Source: an optimization exercise on an open RTL-to-GDS flow (aim: small area, a short achievable clock period and few clock cycles). Production flows keep margins and buffers that such runs may drop.
RTL that was checked went through simulation tests only; none was proved equivalent to the original.
Power figures rest on the tool's default switching activity, not on a simulated workload. The flow treats the clock pin as an ideal source, which a real chip does not have.

==> inputs of build 21 <==
==> flow/design.v <==
module kiri_tx_encoder (
    input  wire       clk,
    input  wire       rst,           
    input  wire       start,
    output wire       start_ready,
    input  wire [7:0] dst,
    input  wire [7:0] src,
    input  wire [8:0] len,           
    input  wire       in_valid,
    output wire       in_ready,
    input  wire [7:0] in_data,
    output wire       out_valid,
    input  wire       out_ready,
    output wire [7:0] out_data
);
    localparam [2:0] Q_IDLE  = 3'd0,    
                     Q_DST   = 3'd1,
                     Q_SRC   = 3'd2,
                     Q_PAY   = 3'd3,
                     Q_CRCH  = 3'd4,
                     Q_CRCL  = 3'd5,
                     Q_DELIM = 3'd6;
    function [15:0] crc16_byte;
        input [15:0] crc_in;
        input [7:0]  b;
        reg   [15:0] c;
        integer      i;
        begin
            c = crc_in ^ {b, 8'h00};
            for (i = 0; i < 8; i = i + 1)
                c = c[15] ? ((c << 1) ^ 16'h1021) : (c << 1);
            crc16_byte = c;
        end
    endfunction
    reg  [9*255-1:0] ring;           
    wire [8:0]       s0 = ring[8:0];
    reg  [7:0] hoff;                 
    reg  [7:0] toff;                 
    reg  [7:0] ooff;                 
    reg        open;                 
    reg        emp;                  
    reg        full;                 
    reg        h_at0;                
    reg        t_at0;                
    reg        o_at0;                
    wire [255:0] zv;
    genvar g;
    generate
        for (g = 0; g < 256; g = g + 1) begin : zbits
            if (g >= 1 && g <= 254)
                assign zv[g] = ring[9*g + 8];
            else if (g == 255)
                assign zv[g] = 1'b1;     
            else
                assign zv[g] = 1'b0;
        end
    endgenerate
    function [8:0] first_one;        
        input [255:0] v;
        reg   [255:0] f;             
        reg   [127:0] a1; reg [127:0] i1;
        reg   [63:0]  a2; reg [127:0] i2;
        reg   [31:0]  a3; reg [95:0]  i3;
        reg   [15:0]  a4; reg [63:0]  i4;
        reg   [7:0]   a5; reg [39:0]  i5;
        reg   [3:0]   a6; reg [23:0]  i6;
        reg   [1:0]   a7; reg [13:0]  i7;
        reg           a8; reg [7:0]   i8;
        integer n;
        begin
            for (n = 0; n < 128; n = n + 1) begin
                a1[n] = v[2*n] | v[2*n+1];
                i1[n] = ~v[2*n];
            end
            for (n = 0; n < 64; n = n + 1) begin
                a2[n] = a1[2*n] | a1[2*n+1];
                i2[2*n +: 2] = a1[2*n] ? {1'b0, i1[2*n]} : {1'b1, i1[2*n+1]};
            end
            for (n = 0; n < 32; n = n + 1) begin
                a3[n] = a2[2*n] | a2[2*n+1];
                i3[3*n +: 3] = a2[2*n] ? {1'b0, i2[4*n +: 2]} : {1'b1, i2[4*n+2 +: 2]};
            end
            for (n = 0; n < 16; n = n + 1) begin
                a4[n] = a3[2*n] | a3[2*n+1];
                i4[4*n +: 4] = a3[2*n] ? {1'b0, i3[6*n +: 3]} : {1'b1, i3[6*n+3 +: 3]};
            end
            for (n = 0; n < 8; n = n + 1) begin
                a5[n] = a4[2*n] | a4[2*n+1];
                i5[5*n +: 5] = a4[2*n] ? {1'b0, i4[8*n +: 4]} : {1'b1, i4[8*n+4 +: 4]};
            end
            for (n = 0; n < 4; n = n + 1) begin
                a6[n] = a5[2*n] | a5[2*n+1];
                i6[6*n +: 6] = a5[2*n] ? {1'b0, i5[10*n +: 5]} : {1'b1, i5[10*n+5 +: 5]};
            end
            for (n = 0; n < 2; n = n + 1) begin
                a7[n] = a6[2*n] | a6[2*n+1];
                i7[7*n +: 7] = a6[2*n] ? {1'b0, i6[12*n +: 6]} : {1'b1, i6[12*n+6 +: 6]};
            end
            a8 = a7[0] | a7[1];
            i8 = a7[0] ? {1'b0, i7[6:0]} : {1'b1, i7[13:7]};
            first_one = {a8, i8};
        end
    endfunction
    wire [8:0] fo   = first_one(zv);
    wire [7:0] code = fo[7:0];
    reg        ov;                   
    reg  [7:0] od;                   
    reg  [7:0] od_n;                 
    reg        sv;                   
    reg  [7:0] sd;
    wire rd       = h_at0 && !emp && !sv && !(s0[8] && !s0[0] && o_at0);
    wire adv      = !ov || out_ready;    
    wire [7:0] rd_byte = !s0[8] ? s0[7:0] : (s0[0] ? 8'h00 : code);
    assign out_valid = ov;
    assign out_data  = od;
    reg  [2:0] q;                    
    reg        pend_n;               
    reg  [7:0] dst_r;
    reg  [7:0] src_r;
    reg  [8:0] owe;                  
    reg  [15:0] crc;
    reg  [7:0] run;                  
    reg        split;                
    reg  [1:0] hc;                   
    reg  [7:0] h0, h1;
    reg        in_rdy;
    reg        srdy;
    assign start_ready = srdy;
    assign in_ready    = in_rdy;
    wire take = in_valid && in_rdy;
    reg        have;                 
    reg  [7:0] raw;                  
    always @* begin
        have = 1'b1;
        raw  = 8'h00;
        case (q)
            Q_IDLE:  have = !pend_n;
            Q_DST:   raw  = dst_r;
            Q_SRC:   raw  = src_r;
            Q_PAY:   begin have = (hc != 2'd0); raw = h0; end
            Q_CRCH:  raw  = crc[15:8];
            Q_CRCL:  raw  = crc[7:0];
            default: raw  = 8'h00;
        endcase
        if (split) have = 1'b1;
    end
    wire tail_here = t_at0 && (!full || rd);
    wire ins       = tail_here && have;
    wire is_raw    = !split && (q == Q_DST || q == Q_SRC || q == Q_PAY ||
                                q == Q_CRCH || q == Q_CRCL);
    wire raw_zero  = (raw == 8'h00);
    wire       n_bound = !(is_raw && !raw_zero);            
    wire       n_delim = !split && (q == Q_DELIM);
    wire       n_open  = n_bound && !n_delim;               
    wire [8:0] n_slot  = n_bound ? {1'b1, 7'd0, n_delim} : {1'b0, raw};
    wire pop = ins && !split && (q == Q_PAY);
    wire [1:0] hc_n = hc + {1'b0, take} - {1'b0, pop};
    wire [8:0] owe_n = take ? owe - 9'd1 : ((start && srdy) ? len : owe);
    wire split_n = ins ? (!n_bound && !split && (run == 8'd253)) : split;
    wire n_close = ins && (n_bound || split_n);          
    reg  [2:0] q_n;
    reg        pend_n_n;
    always @* begin
        q_n      = q;
        pend_n_n = pend_n && !(start && srdy);
        if (ins && !split) begin
            case (q)
                Q_IDLE:  q_n = Q_DST;
                Q_DST:   q_n = Q_SRC;
                Q_SRC:   begin
                             q_n      = (owe == 9'd0 && hc == 2'd0) ? Q_CRCH : Q_PAY;
                             pend_n_n = 1'b1;
                         end
                Q_PAY:   if (owe == 9'd0 && hc == 2'd1) q_n = Q_CRCH;
                Q_CRCH:  q_n = Q_CRCL;
                Q_CRCL:  q_n = Q_DELIM;
                default: q_n = Q_IDLE;
            endcase
        end
    end
    always @(posedge clk) begin
        ring <= {ins ? n_slot : s0, ring[9*255-1:9]};
    end
    always @(posedge clk) begin
        if (pop) begin
            h0 <= (hc == 2'd2) ? h1 : in_data;
            if (hc == 2'd2) h1 <= in_data;
        end else if (take) begin
            if (hc == 2'd0) h0 <= in_data;
            else            h1 <= in_data;
        end
        if (start && srdy) begin
            dst_r <= dst;
            src_r <= src;
        end
        if (ins && !split) begin
            if (q == Q_DST)
                crc <= crc16_byte(16'hFFFF, raw);
            else if (q == Q_SRC || q == Q_PAY)
                crc <= crc16_byte(crc, raw);
        end
        od <= adv ? (sv ? sd : rd_byte) : ~od_n;
        if (adv) od_n <= ~(sv ? sd : rd_byte);
        if (rd && !adv) sd <= rd_byte;
    end
    always @(posedge clk) begin
        if (rst) begin
            hoff   <= 8'd0;
            toff   <= 8'd0;
            ooff   <= 8'd0;
            open   <= 1'b0;
            emp    <= 1'b1;
            full   <= 1'b0;
            h_at0  <= 1'b1;
            t_at0  <= 1'b1;
            o_at0  <= 1'b0;
            ov     <= 1'b0;
            sv     <= 1'b0;
            q      <= Q_IDLE;
            pend_n <= 1'b1;
            owe    <= 9'd0;
            run    <= 8'd0;
            split  <= 1'b0;
            hc     <= 2'd0;
            in_rdy <= 1'b0;
            srdy   <= 1'b1;
        end else begin
            hoff  <= emp ? (ins ? 8'd254 : 8'd0) :
                     rd ? 8'd0 : (h_at0 ? 8'd254 : hoff - 8'd1);
            h_at0 <= emp ? !ins : (rd || hoff == 8'd1);
            toff  <= (ins || emp) ? 8'd0 : (t_at0 ? 8'd254 : toff - 8'd1);
            t_at0 <= ins || emp || (toff == 8'd1);
            ooff  <= (ins && n_open) ? 8'd254 :
                     (ooff == 8'd0) ? 8'd254 : ooff - 8'd1;
            o_at0 <= n_close ? 1'b0 : (open && ooff == 8'd1);
            if (n_close) open <= ins && n_open;
            if (ins && !rd) begin
                emp  <= 1'b0;
                full <= !emp && (hoff == 8'd1);
            end else if (rd && !ins) begin
                emp  <= (toff == 8'd1);
                full <= 1'b0;
            end
            if (adv) begin
                ov <= sv || rd;
                sv <= 1'b0;
            end else if (rd) begin
                sv <= 1'b1;
            end
            pend_n <= pend_n_n;
            q      <= q_n;
            owe    <= owe_n;
            hc     <= hc_n;
            split  <= split_n;
            if (ins) run <= (n_bound || split) ? 8'd0 : run + 8'd1;
            in_rdy <= (owe_n != 9'd0) && (hc_n != 2'd2);
            srdy   <= pend_n_n && (q_n != Q_PAY);
        end
    end
endmodule
==> flow/flow/run.sh <==
#!/bin/bash
# Own layout flow: the standard ORFS flow (standard.sh), with the standard
# synthesis run unchanged, then the layout steps run with our own port-buffer
# cell, clock-tree settings and a tighter setup target for timing repair.
# Each make run's full output goes to its own log file in the work folder.
set -euo pipefail
cd "$(dirname "$0")/.."

bash standard.sh synth > make_synth.log 2>&1

bash standard.sh \
  "BUFFER_PORTS_ARGS=-buffer_cell sky130_fd_sc_hd__buf_2" \
  "CTS_ARGS=-sink_clustering_enable -repair_clock_nets -sink_clustering_size 32 -sink_clustering_max_diameter 80 -dont_use_dummy_load -buf_list sky130_fd_sc_hd__clkbuf_16" \
  "SETUP_SLACK_MARGIN=8.5" \
  finish > make_layout.log 2>&1
==> flow/standard.sh <==
#!/bin/bash
# synth_recipe.tcl (not shown) runs the flow's synth.tcl, then flattens the netlist and writes it again
# the make line also repeats each setting of config.mk as NAME=value (left out here)
make -C /OpenROAD-flow-scripts/flow DESIGN_CONFIG=/design/flow/config.mk WORK_HOME=/design/flow/orfs CLKGATE_MAP_FILE= SYNTH_SCRIPT=/design/flow/synth_recipe.tcl "${@:-finish}"
==> flow/config.mk <==
export PLATFORM = sky130hd
export DESIGN_NAME = kiri_tx_encoder
export DESIGN_NICKNAME = kiri_tx_encoder
export VERILOG_FILES = /design/flow/design.v
export SDC_FILE = /design/flow/constraint.sdc
export NUM_CORES = 4
export LEC_CHECK = 0
export CAP_MARGIN = 20
export CORE_MARGIN = 2
export CORE_UTILIZATION = 70
export PLACE_DENSITY = 0.8
export SLEW_MARGIN = 20
==> flow/constraint.sdc <==
create_clock -name core_clock -period 12.0 [get_ports {clk}]
set_input_delay 2.4000 -clock core_clock [delete_from_list [all_inputs] [get_ports {clk}]]
set_output_delay 2.4000 -clock core_clock [all_outputs]
set_load 0.01 [all_outputs]
==> trial 13 (differences from build 21) <==
==> flow/design.v, changed modules only <==
module kiri_tx_encoder (
    input  wire       clk,
    input  wire       rst,           
    input  wire       start,
    output wire       start_ready,
    input  wire [7:0] dst,
    input  wire [7:0] src,
    input  wire [8:0] len,           
    input  wire       in_valid,
    output wire       in_ready,
    input  wire [7:0] in_data,
    output wire       out_valid,
    input  wire       out_ready,
    output wire [7:0] out_data
);
    localparam [2:0] Q_IDLE  = 3'd0,    
                     Q_DST   = 3'd1,
                     Q_SRC   = 3'd2,
                     Q_PAY   = 3'd3,
                     Q_CRCH  = 3'd4,
                     Q_CRCL  = 3'd5,
                     Q_DELIM = 3'd6;
    function [15:0] crc16_byte;
        input [15:0] crc_in;
        input [7:0]  b;
        reg   [15:0] c;
        integer      i;
        begin
            c = crc_in ^ {b, 8'h00};
            for (i = 0; i < 8; i = i + 1)
                c = c[15] ? ((c << 1) ^ 16'h1021) : (c << 1);
            crc16_byte = c;
        end
    endfunction
    reg  [9*255-1:0] ring;           
    wire [8:0]       s0 = ring[8:0];
    reg  [7:0] hoff;                 
    reg  [7:0] toff;                 
    reg  [7:0] ooff;                 
    reg        open;                 
    reg        emp;                  
    reg        full;                 
    reg        h_at0;                
    reg        t_at0;                
    reg        o_at0;                
    wire [255:0] zv;
    genvar g;
    generate
        for (g = 0; g < 256; g = g + 1) begin : zbits
            if (g >= 1 && g <= 254)
                assign zv[g] = ring[9*g + 8];
            else if (g == 255)
                assign zv[g] = 1'b1;     
            else
                assign zv[g] = 1'b0;
        end
    endgenerate
    function [8:0] first_one;        
        input [255:0] v;
        reg   [255:0] f;             
        reg   [127:0] a1; reg [127:0] i1;
        reg   [63:0]  a2; reg [127:0] i2;
        reg   [31:0]  a3; reg [95:0]  i3;
        reg   [15:0]  a4; reg [63:0]  i4;
        reg   [7:0]   a5; reg [39:0]  i5;
        reg   [3:0]   a6; reg [23:0]  i6;
        reg   [1:0]   a7; reg [13:0]  i7;
        reg           a8; reg [7:0]   i8;
        integer n;
        begin
            for (n = 0; n < 128; n = n + 1) begin
                a1[n] = v[2*n] | v[2*n+1];
                i1[n] = ~v[2*n];
            end
            for (n = 0; n < 64; n = n + 1) begin
                a2[n] = a1[2*n] | a1[2*n+1];
                i2[2*n +: 2] = a1[2*n] ? {1'b0, i1[2*n]} : {1'b1, i1[2*n+1]};
            end
            for (n = 0; n < 32; n = n + 1) begin
                a3[n] = a2[2*n] | a2[2*n+1];
                i3[3*n +: 3] = a2[2*n] ? {1'b0, i2[4*n +: 2]} : {1'b1, i2[4*n+2 +: 2]};
            end
            for (n = 0; n < 16; n = n + 1) begin
                a4[n] = a3[2*n] | a3[2*n+1];
                i4[4*n +: 4] = a3[2*n] ? {1'b0, i3[6*n +: 3]} : {1'b1, i3[6*n+3 +: 3]};
            end
            for (n = 0; n < 8; n = n + 1) begin
                a5[n] = a4[2*n] | a4[2*n+1];
                i5[5*n +: 5] = a4[2*n] ? {1'b0, i4[8*n +: 4]} : {1'b1, i4[8*n+4 +: 4]};
            end
            for (n = 0; n < 4; n = n + 1) begin
                a6[n] = a5[2*n] | a5[2*n+1];
                i6[6*n +: 6] = a5[2*n] ? {1'b0, i5[10*n +: 5]} : {1'b1, i5[10*n+5 +: 5]};
            end
            for (n = 0; n < 2; n = n + 1) begin
                a7[n] = a6[2*n] | a6[2*n+1];
                i7[7*n +: 7] = a6[2*n] ? {1'b0, i6[12*n +: 6]} : {1'b1, i6[12*n+6 +: 6]};
            end
            a8 = a7[0] | a7[1];
            i8 = a7[0] ? {1'b0, i7[6:0]} : {1'b1, i7[13:7]};
            first_one = {a8, i8};
        end
    endfunction
    wire [8:0] fo   = first_one(zv);
    wire [7:0] code = fo[7:0];
    reg        ov;                   
    reg        ov_n;                 
    reg  [7:0] od;                   
    reg  [7:0] od_n;                 
    reg        sv;                   
    reg  [7:0] sd;
    wire rd       = h_at0 && !emp && !sv && !(s0[8] && !s0[0] && o_at0);
    wire adv      = ov_n || out_ready;   
    wire [7:0] rd_byte = !s0[8] ? s0[7:0] : (s0[0] ? 8'h00 : code);
    assign out_valid = ov;
    assign out_data  = od;
    reg  [2:0] q;                    
    reg  [8:0] owe;                  
    reg  [15:0] crc;
    reg  [7:0] run;                  
    reg        split;                
    reg  [1:0] hc;                   
    reg  [7:0] h0, h1;               
    reg        in_rdy;               
    reg        srdy;                 
    reg        in_rdy_n;             
    reg        srdy_n;
    assign start_ready = srdy;
    assign in_ready    = in_rdy;
    wire req  = start && !srdy_n;
    wire take = in_valid && !in_rdy_n;
    wire fifo_q = (q == Q_DST || q == Q_SRC || q == Q_PAY);
    reg        have;                 
    reg  [7:0] raw;                  
    always @* begin
        have = 1'b1;
        raw  = h0;
        case (q)
            Q_IDLE:  have = (hc != 2'd0);
            Q_DST, Q_SRC, Q_PAY:
                     have = (hc != 2'd0);
            Q_CRCH:  raw  = crc[15:8];
            Q_CRCL:  raw  = crc[7:0];
            default: raw  = h0;
        endcase
        if (split) have = 1'b1;
    end
    wire tail_here = t_at0 && (!full || rd);
    wire ins       = tail_here && have;
    wire is_raw    = !split && (fifo_q || q == Q_CRCH || q == Q_CRCL);
    wire raw_zero  = (raw == 8'h00);
    wire       n_bound = !(is_raw && !raw_zero);            
    wire       n_delim = !split && (q == Q_DELIM);
    wire       n_open  = n_bound && !n_delim;               
    wire [8:0] n_slot  = n_bound ? {1'b1, 7'd0, n_delim} : {1'b0, raw};
    wire pop = ins && !split && fifo_q;
    wire [1:0] hc_n = req ? 2'd2 : hc + {1'b0, take} - {1'b0, pop};
    wire [8:0] owe_n = take ? owe - 9'd1 : (req ? len : owe);
    wire split_n = ins ? (!n_bound && !split && (run == 8'd253)) : split;
    wire n_close = ins && (n_bound || split_n);          
    reg  [2:0] q_n;
    always @* begin
        q_n = q;
        if (ins && !split) begin
            case (q)
                Q_IDLE:  q_n = Q_DST;
                Q_DST:   q_n = Q_SRC;
                Q_SRC, Q_PAY:
                         q_n = (owe == 9'd0 && hc == 2'd1) ? Q_CRCH : Q_PAY;
                Q_CRCH:  q_n = Q_CRCL;
                Q_CRCL:  q_n = Q_DELIM;
                default: q_n = Q_IDLE;
            endcase
        end
    end
    always @(posedge clk) begin
        ring <= {ins ? n_slot : s0, ring[9*255-1:9]};
    end
    always @(posedge clk) begin
        if (req) begin
            h0 <= dst;
            h1 <= src;
        end else if (pop) begin
            h0 <= (hc == 2'd2) ? h1 : in_data;
            if (hc == 2'd2) h1 <= in_data;
        end else if (take) begin
            if (hc == 2'd0) h0 <= in_data;
            else            h1 <= in_data;
        end
        if (ins && !split) begin
            if (q == Q_DST)
                crc <= crc16_byte(16'hFFFF, raw);
            else if (q == Q_SRC || q == Q_PAY)
                crc <= crc16_byte(crc, raw);
        end
        od <= adv ? (sv ? sd : rd_byte) : ~od_n;
        if (adv) od_n <= ~(sv ? sd : rd_byte);
        if (rd && !adv) sd <= rd_byte;
    end
    always @(posedge clk) begin
        if (rst) begin
            hoff   <= 8'd0;
            toff   <= 8'd0;
            ooff   <= 8'd0;
            open   <= 1'b0;
            emp    <= 1'b1;
            full   <= 1'b0;
            h_at0  <= 1'b1;
            t_at0  <= 1'b1;
            o_at0  <= 1'b0;
            ov     <= 1'b0;
            ov_n   <= 1'b1;
            sv     <= 1'b0;
            q      <= Q_IDLE;
            owe    <= 9'd0;
            run    <= 8'd0;
            split  <= 1'b0;
            hc     <= 2'd0;
            in_rdy <= 1'b0;
            srdy   <= 1'b1;
            in_rdy_n <= 1'b1;
            srdy_n   <= 1'b0;
        end else begin
            hoff  <= emp ? (ins ? 8'd254 : 8'd0) :
                     rd ? 8'd0 : (h_at0 ? 8'd254 : hoff - 8'd1);
            h_at0 <= emp ? !ins : (rd || hoff == 8'd1);
            toff  <= (ins || emp) ? 8'd0 : (t_at0 ? 8'd254 : toff - 8'd1);
            t_at0 <= ins || emp || (toff == 8'd1);
            ooff  <= (ins && n_open) ? 8'd254 :
                     (ooff == 8'd0) ? 8'd254 : ooff - 8'd1;
            o_at0 <= n_close ? 1'b0 : (open && ooff == 8'd1);
            if (n_close) open <= ins && n_open;
            if (ins && !rd) begin
                emp  <= 1'b0;
                full <= !emp && (hoff == 8'd1);
            end else if (rd && !ins) begin
                emp  <= (toff == 8'd1);
                full <= 1'b0;
            end
            if (adv) begin
                ov   <= sv || rd;
                ov_n <= !(sv || rd);
                sv <= 1'b0;
            end else if (rd) begin
                sv <= 1'b1;
            end
            q      <= q_n;
            owe    <= owe_n;
            hc     <= hc_n;
            split  <= split_n;
            if (ins) run <= (n_bound || split) ? 8'd0 : run + 8'd1;
            in_rdy   <= (owe_n != 9'd0) && (hc_n != 2'd2);
            in_rdy_n <= !((owe_n != 9'd0) && (hc_n != 2'd2));
            srdy     <= (hc_n == 2'd0) && !(q_n == Q_DST || q_n == Q_SRC || q_n == Q_PAY);
            srdy_n   <= !((hc_n == 2'd0) && !(q_n == Q_DST || q_n == Q_SRC || q_n == Q_PAY));
        end
    end
endmodule
==> flow/flow/run.sh (replaced) <==
#!/bin/bash
# Own layout flow: the standard ORFS flow (standard.sh), with the standard
# synthesis run unchanged, then the layout steps run with our own port-buffer
# cell, clock-tree settings and a tighter setup target for timing repair.
# After global placement and resizing, each output port's buffer and the
# flip-flop that alone drives it are moved next to the port's pin
# (move_io.tcl); detailed placement then legalizes them.
# Each tool run's full output goes to its own log file in the work folder.
set -euo pipefail
cd "$(dirname "$0")/.."
export RES="$(pwd)/orfs/results/${FLOW_PLATFORM:-sky130hd}/kiri_tx_encoder/base"

KNOBS=(
  "BUFFER_PORTS_ARGS=-buffer_cell sky130_fd_sc_hd__buf_2"
  "CTS_ARGS=-sink_clustering_enable -repair_clock_nets -sink_clustering_size 32 -sink_clustering_max_diameter 80 -dont_use_dummy_load -buf_list sky130_fd_sc_hd__clkbuf_16"
  "SETUP_SLACK_MARGIN=8.5"
)

bash standard.sh synth > make_synth.log 2>&1
bash standard.sh "${KNOBS[@]}" 3_4_place_resized > make_place.log 2>&1
openroad -no_init -exit flow/move_io.tcl > move_io.log 2>&1
bash standard.sh "${KNOBS[@]}" finish > make_layout.log 2>&1
==> flow/flow/move_io.tcl (new file) <==
# Move each output port's buffer, and the flip-flop that alone drives it, to
# the core's edge next to the port's pin; detailed placement legalizes them.
set res $::env(RES)
read_db $res/3_4_place_resized.odb
set block [ord::get_db_block]
set core [$block getCoreArea]
set cx0 [$core xMin]; set cy0 [$core yMin]; set cx1 [$core xMax]; set cy1 [$core yMax]
set step 2720
proc clamp {v lo hi} { expr {$v < $lo ? $lo : ($v > $hi ? $hi : $v)} }
foreach bt [$block getBTerms] {
  if {[$bt getIoType] ne "OUTPUT"} { continue }
  set net [$bt getNet]
  set buf ""
  foreach it [$net getITerms] { if {[$it isOutputSignal]} { set buf [$it getInst] } }
  if {$buf eq ""} { continue }
  set inet [[$buf findITerm A] getNet]
  set ff ""
  set loads 0
  foreach it [$inet getITerms] {
    if {[$it isOutputSignal]} { set ff [$it getInst] } else { incr loads }
  }
  set bb [$bt getBBox]
  set px [expr {([$bb xMin] + [$bb xMax]) / 2}]
  set py [expr {([$bb yMin] + [$bb yMax]) / 2}]
  # a point just inside the core, nearest the pin, and one step further in
  set bx [clamp $px $cx0 [expr {$cx1 - 10000}]]
  set by [clamp $py $cy0 [expr {$cy1 - $step}]]
  set fx $bx; set fy $by
  if {$px <= $cx0} { set fx [expr {$bx + 6000}] } elseif {$px >= $cx1} { set bx [expr {$cx1 - 6000}]; set fx [expr {$cx1 - 16000}] }
  if {$py <= $cy0} { set fy [expr {$by + $step}] } elseif {$py >= $cy1} { set by [expr {$cy1 - $step}]; set fy [expr {$cy1 - 2 * $step}] }
  $buf setLocation $bx $by
  puts "moved [$buf getName] to $bx $by for [$bt getName]"
  if {$ff ne "" && $loads == 1 && [string match "*df*" [[$ff getMaster] getName]]} {
    $ff setLocation $fx $fy
    puts "moved [$ff getName] to $fx $fy"
  }
}
write_db $res/3_4_place_resized.odb
--- a/flow/config.mk
+++ b/flow/config.mk
@@ -8,5 +8,5 @@
 export CAP_MARGIN = 20
 export CORE_MARGIN = 2
-export CORE_UTILIZATION = 70
-export PLACE_DENSITY = 0.8
+export CORE_UTILIZATION = 60
+export PLACE_DENSITY = 0.7
 export SLEW_MARGIN = 20
==> qor summary <==
|  | build 21 | trial 13 |
|---|---|---|
| Met3 WL post-DR | 3535 um | 2861 um |
| Critical path startpoint category | register | input port |
| Simple logic cell fraction of the synthesized area | 4.748% | 4.308% |
| Clock sink total | 2425 | 2411 |
| Clock-cell share of area | 3.673% | 3.672% |
| IR Drop Worst-Case VDD | 0.1651 mV | 0.1725 mV |
| Worst reg2reg endpoint | full | in_rdy |
| Status | complete, no violations | complete, no violations |
| Share of synthesized area occupied by flip-flops and latches | 88.84% | 89.47% |
| FMAX | 278.3 MHz | 284.6 MHz |
| DIE WIDTH | 285.2 um | 305.3 um |
| HPWL after detailed placement | 51460 um | 36400 um |
| Synth top area share | 85.37% | 86.83% |
| Number of flip-flops and latches | 2425 | 2411 |
| Filler Cell Count | 4158 | 6398 |
| Hold Path Origin | ring[2228] | ring[91] |
| Final worst slack | 8.407 ns | 8.487 ns |
| Area fraction in compound gates after synthesis | 3.790% | 3.608% |
| Number of antenna violations at the first check in global routing | 3 | 6 |
| Avg Cell Area, Syn | 16.17 um^2 | 16.07 um^2 |
| Ratio of cells with drive above 1 in the final layout | 6.494% | 5.917% |
| Combinational Power Share | 7.3% | 6.7% |
| Number of DRC violations after detailed-routing iteration 0 | 1854 | 1203 |
| Cell area after layout | 0.05927 mm^2 | 0.05861 mm^2 |
| Placement-stage worst setup slack | 7.623 ns | 7.298 ns |
| Via count normalized by instance count | 5.201 | 4.641 |
Testbench counts of build 21, summed over its fixed seeds: cycles 24,986.
Function not checked in trial 13: the RTL went through the layout flow alone.

## static timing again, ports no longer ideal
No port has a modelled driver above. Below, the same layouts with a new extraction and two added sets of constraints.
Step 1 (the two cells are an assumption about what drives the block):
set clk [get_ports {clk}]
set_driving_cell -lib_cell sky130_fd_sc_hd__clkbuf_16 $clk
set_driving_cell -lib_cell sky130_fd_sc_hd__buf_2 [delete_from_list [all_inputs] $clk]
Step 2 times the ports against the registers' clock, not the clock port: input delays grow and output delays shrink by t, the midpoint of the rising clock arrivals with the driver on.
Slacks: ideal / step 1 / step 2; pairs: ideal / step 1.
run | t (ns) | slack for setup (ns) | worst hold slack (ns) | clock arrival spread, ns | cell pins on the clock port's net
build 21 | 0.699 | 8.407 / 8.339 / 7.892 | 0.279 / 0.279 / 0.279 | 0.105 / 0.105 | 1
trial 13 | 0.714 | 8.487 / 8.434 / 7.799 | 0.305 / 0.305 / 0.305 | 0.049 / 0.049 | 1
After both steps every run listed still meets setup and hold. For trial 13, which loses most, drivers alone change the setup slack by -0.053 ns; drivers and shift together by -0.688 ns.
